This design comes from an exercise in tuning for small area, a short achievable clock period and few clock cycles per item on the open sky130 flow, not from production work. In this exercise RTL edits were held to simulation tests only and were not proved equivalent to the original.

==> run a: inputs <==
Design biquad_cascade, start of the top module:
module biquad_cascade (
    input  wire               clk,
    input  wire               rst,         
    input  wire               coef_we,
    input  wire signed [15:0] coef_b0,
    input  wire signed [15:0] coef_b1,
    input  wire signed [15:0] coef_b2,
    input  wire signed [15:0] coef_a1,
    input  wire signed [15:0] coef_a2,
    input  wire        [2:0]  coef_nst,    
    input  wire               in_valid,
    output wire               in_ready,
    input  wire signed [15:0] in_data,
    output reg                out_valid,
    output reg  signed [15:0] out_data
);
==> flow/config.mk <==
export PLATFORM = sky130hd
export DESIGN_NAME = biquad_cascade
export DESIGN_NICKNAME = biquad_cascade
export VERILOG_FILES = /design/flow/design.v
export SDC_FILE = /design/flow/constraint.sdc
export NUM_CORES = 4
export LEC_CHECK = 0
export ABC_AREA = 1
export CAP_MARGIN = 20
export CORE_MARGIN = 2
export CORE_UTILIZATION = 65
export CTS_CLUSTER_DIAMETER = 100
export CTS_CLUSTER_SIZE = 22
export SLEW_MARGIN = 20
export SYNTH_HIERARCHICAL = 1
==> flow/constraint.sdc <==
create_clock -name core_clock -period 16.0 [get_ports {clk}]
set_input_delay 3.2000 -clock core_clock [delete_from_list [all_inputs] [get_ports {clk}]]
set_output_delay 3.2000 -clock core_clock [all_outputs]
set_load 0.01 [all_outputs]
standard.sh (not shown) runs the stock make flow with config.mk's settings and CLKGATE_MAP_FILE= SYNTH_SCRIPT=/design/flow/synth_recipe.tcl, a recipe that flattens the netlist after the stock synthesis.
==> flow/flow/run.sh <==
#!/bin/bash
set -euo pipefail
MARGIN=$(cat flow/margin.txt)
bash standard.sh SETUP_SLACK_MARGIN=$MARGIN \
    "BUFFER_PORTS_ARGS=-buffer_cell sky130_fd_sc_hd__buf_2" finish > flow_standard.log 2>&1
==> flow/flow/margin.txt <==
11.0
==> inputs of run b, as changes to run a <==
==> flow/flow/margin.txt (replaced) <==
11.3
==> comparison <==
- Between run b and run a, the lower sequential share of layout area is in run b (gap 0.79 points).
- In die area, run a and run b do not differ.
- Non-clock buffer count: run b is higher than run a (123).
- Clock skew is about the same in run a and run b.
- Of run a and run b, run b has the higher fmax (gap 6.7%, measured against run b).
- In synthesized cell count, run a and run b do not differ.
- Against run a, the critical path depth of run b is higher by 3.
- Routed wire length: run b is higher than run a (about 4.4%).
- Against run a, the count of clock-buffer cells in the layout of run b is lower by 2.
Testbench counts of run a, summed over its fixed seeds: cycles 18,059, samples 6,144.
Testbench counts of run b, summed over its fixed seeds: cycles 18,059, samples 6,144.

* * *

==> run C <==
biquad_cascade again, from the RTL that the note above started with.
Settings: LEC_CHECK=0, ABC_AREA=1, CAP_MARGIN=20, CORE_MARGIN=2, CORE_UTILIZATION=65, CTS_BUF_LIST=sky130_fd_sc_hd__clkbuf_8, SLEW_MARGIN=20, SYNTH_HIERARCHICAL=1; clock period 16.0 ns.
==> flow/flow/margin.txt <==
11.0
Scripts as last shown in full above: flow/flow/run.sh
==> inputs of run R, as changes to run C <==
==> flow/flow/run.sh (replaced) <==
#!/bin/bash
set -euo pipefail
MARGIN=$(cat flow/margin.txt)
bash standard.sh SETUP_SLACK_MARGIN=$MARGIN finish > flow_standard.log 2>&1
==> flow/flow/margin.txt (replaced) <==
11.4
--- a/flow/config.mk
+++ b/flow/config.mk
@@ -10,4 +10,3 @@
 export CORE_MARGIN = 2
-export CORE_UTILIZATION = 65
-export CTS_BUF_LIST = sky130_fd_sc_hd__clkbuf_8
+export CORE_UTILIZATION = 55
 export SLEW_MARGIN = 20
==> inputs of run Z, as changes to run C <==
==> flow/flow/margin.txt (replaced) <==
10.7
--- a/flow/config.mk
+++ b/flow/config.mk
@@ -10,4 +10,3 @@
 export CORE_MARGIN = 2
-export CORE_UTILIZATION = 65
-export CTS_BUF_LIST = sky130_fd_sc_hd__clkbuf_8
+export CORE_UTILIZATION = 55
 export SLEW_MARGIN = 20
==> results.txt <==
The highest clock-buffer cell count belongs to run C, the lowest to run Z. In die area, run Z and run R do not differ. In area after synthesis, run C and run R do not differ. Final cell count: run R > run Z > run C. Run Z ran to the end with no violations. Run R finished clean. Run C passed the timing, design-rule and antenna checks. The highest first-iteration DRC count belongs to run C, the lowest to run Z. Core utilization: run C > run R > run Z. Routed wire length: run C is lower than run R (about 11%). Against run R, the final area of run Z is lower by about 9%.
==> figures <==
metric                                                                               run Z                  run C                    run R
Overall die height                                                                  293 um                 270 um                   293 um
Clock Pin Slew Worst Setup and Hold Paths                                          0.06 ns                0.07 ns                  0.06 ns
Area taken by flip-flops and latches                                           11700 sq um            11700 sq um              11700 sq um
WP data required                                                                  16.52 ns               16.60 ns                 16.55 ns
DR vias                                                                              38064                  39738                    40863
GRT met2 Usage                                                                       0.627                  0.688                    0.660
# rows                                                                                 106                     97                      106
Worst path bufs/invs                                                                     1                      4                        4
Detailed-route wire length on metal 1                                             69400 um               61900 um                 71900 um
Final Instance Area                                                            50500 sq um            50700 sq um              55600 sq um
Final non-clock buffer share                                                        0.0368                 0.0475                    0.101
Result of the run                                                           finished clean         finished clean           finished clean
Standard cell with the maximum stage delay on the critical path  sky130_fd_sc_hd__clkinv_1  sky130_fd_sc_hd__fa_1  sky130_fd_sc_hd__xor2_1
Final period utilization                                                             0.326                  0.316                    0.294
Number of detailed-route iterations in the first pass                                    7                      8                        9
Core area                                                                      83300 sq um            70000 sq um              83300 sq um
Final std cells w/o fill                                                              5935                   5905                     6227
Clock Buffer Count                                                                      79                    102                       84
Testbench counts of run C, summed over its fixed seeds: cycles 18,059, samples 6,144.
Testbench counts of run R, summed over its fixed seeds: cycles 18,059, samples 6,144.
Testbench counts of run Z, summed over its fixed seeds: cycles 18,059, samples 6,144.

[afterwards: timing with drivers on the ports]
Ports are ideal in the flow. The routed layouts listed here were re-timed in OpenROAD.
Step 1 assumes that a clkbuf_16 drives the clock port and a buf_2 every other input.
Step 2 adds t to the input delays and takes it off the output delays; t is the mean of the earliest and latest rising clock arrival at the registers after step 1. Input paths then give back, and output paths get back, about the clock's delay inside the block.
a / b / c = ideal ports / drivers / drivers and shift; a / b = the first two.
run	shift t [ns]	setup WS [ns]	latest minus earliest clock arrival (ns)	slew at the worst register clock pin (ns)	worst data-port slew with drivers (ns)
run a	0.671	10.945 / 10.945 / 10.945	0.031 / 0.030	0.10 / 0.10	0.07
run b	0.737	11.283 / 11.283 / 10.720	0.035 / 0.034	0.10 / 0.10	0.06
run C	0.807	10.941 / 10.941 / 10.941	0.083 / 0.083	0.08 / 0.08	0.06
run R	0.745	11.289 / 11.289 / 10.819	0.068 / 0.068	0.07 / 0.07	0.05
run Z	0.728	10.792 / 10.792 / 10.792	0.060 / 0.059	0.07 / 0.07	0.06
After both steps setup and hold are still met in every run listed. The setup slack of run b, which loses most, moves by 0.000 ns with the drivers and by -0.563 ns with both steps.
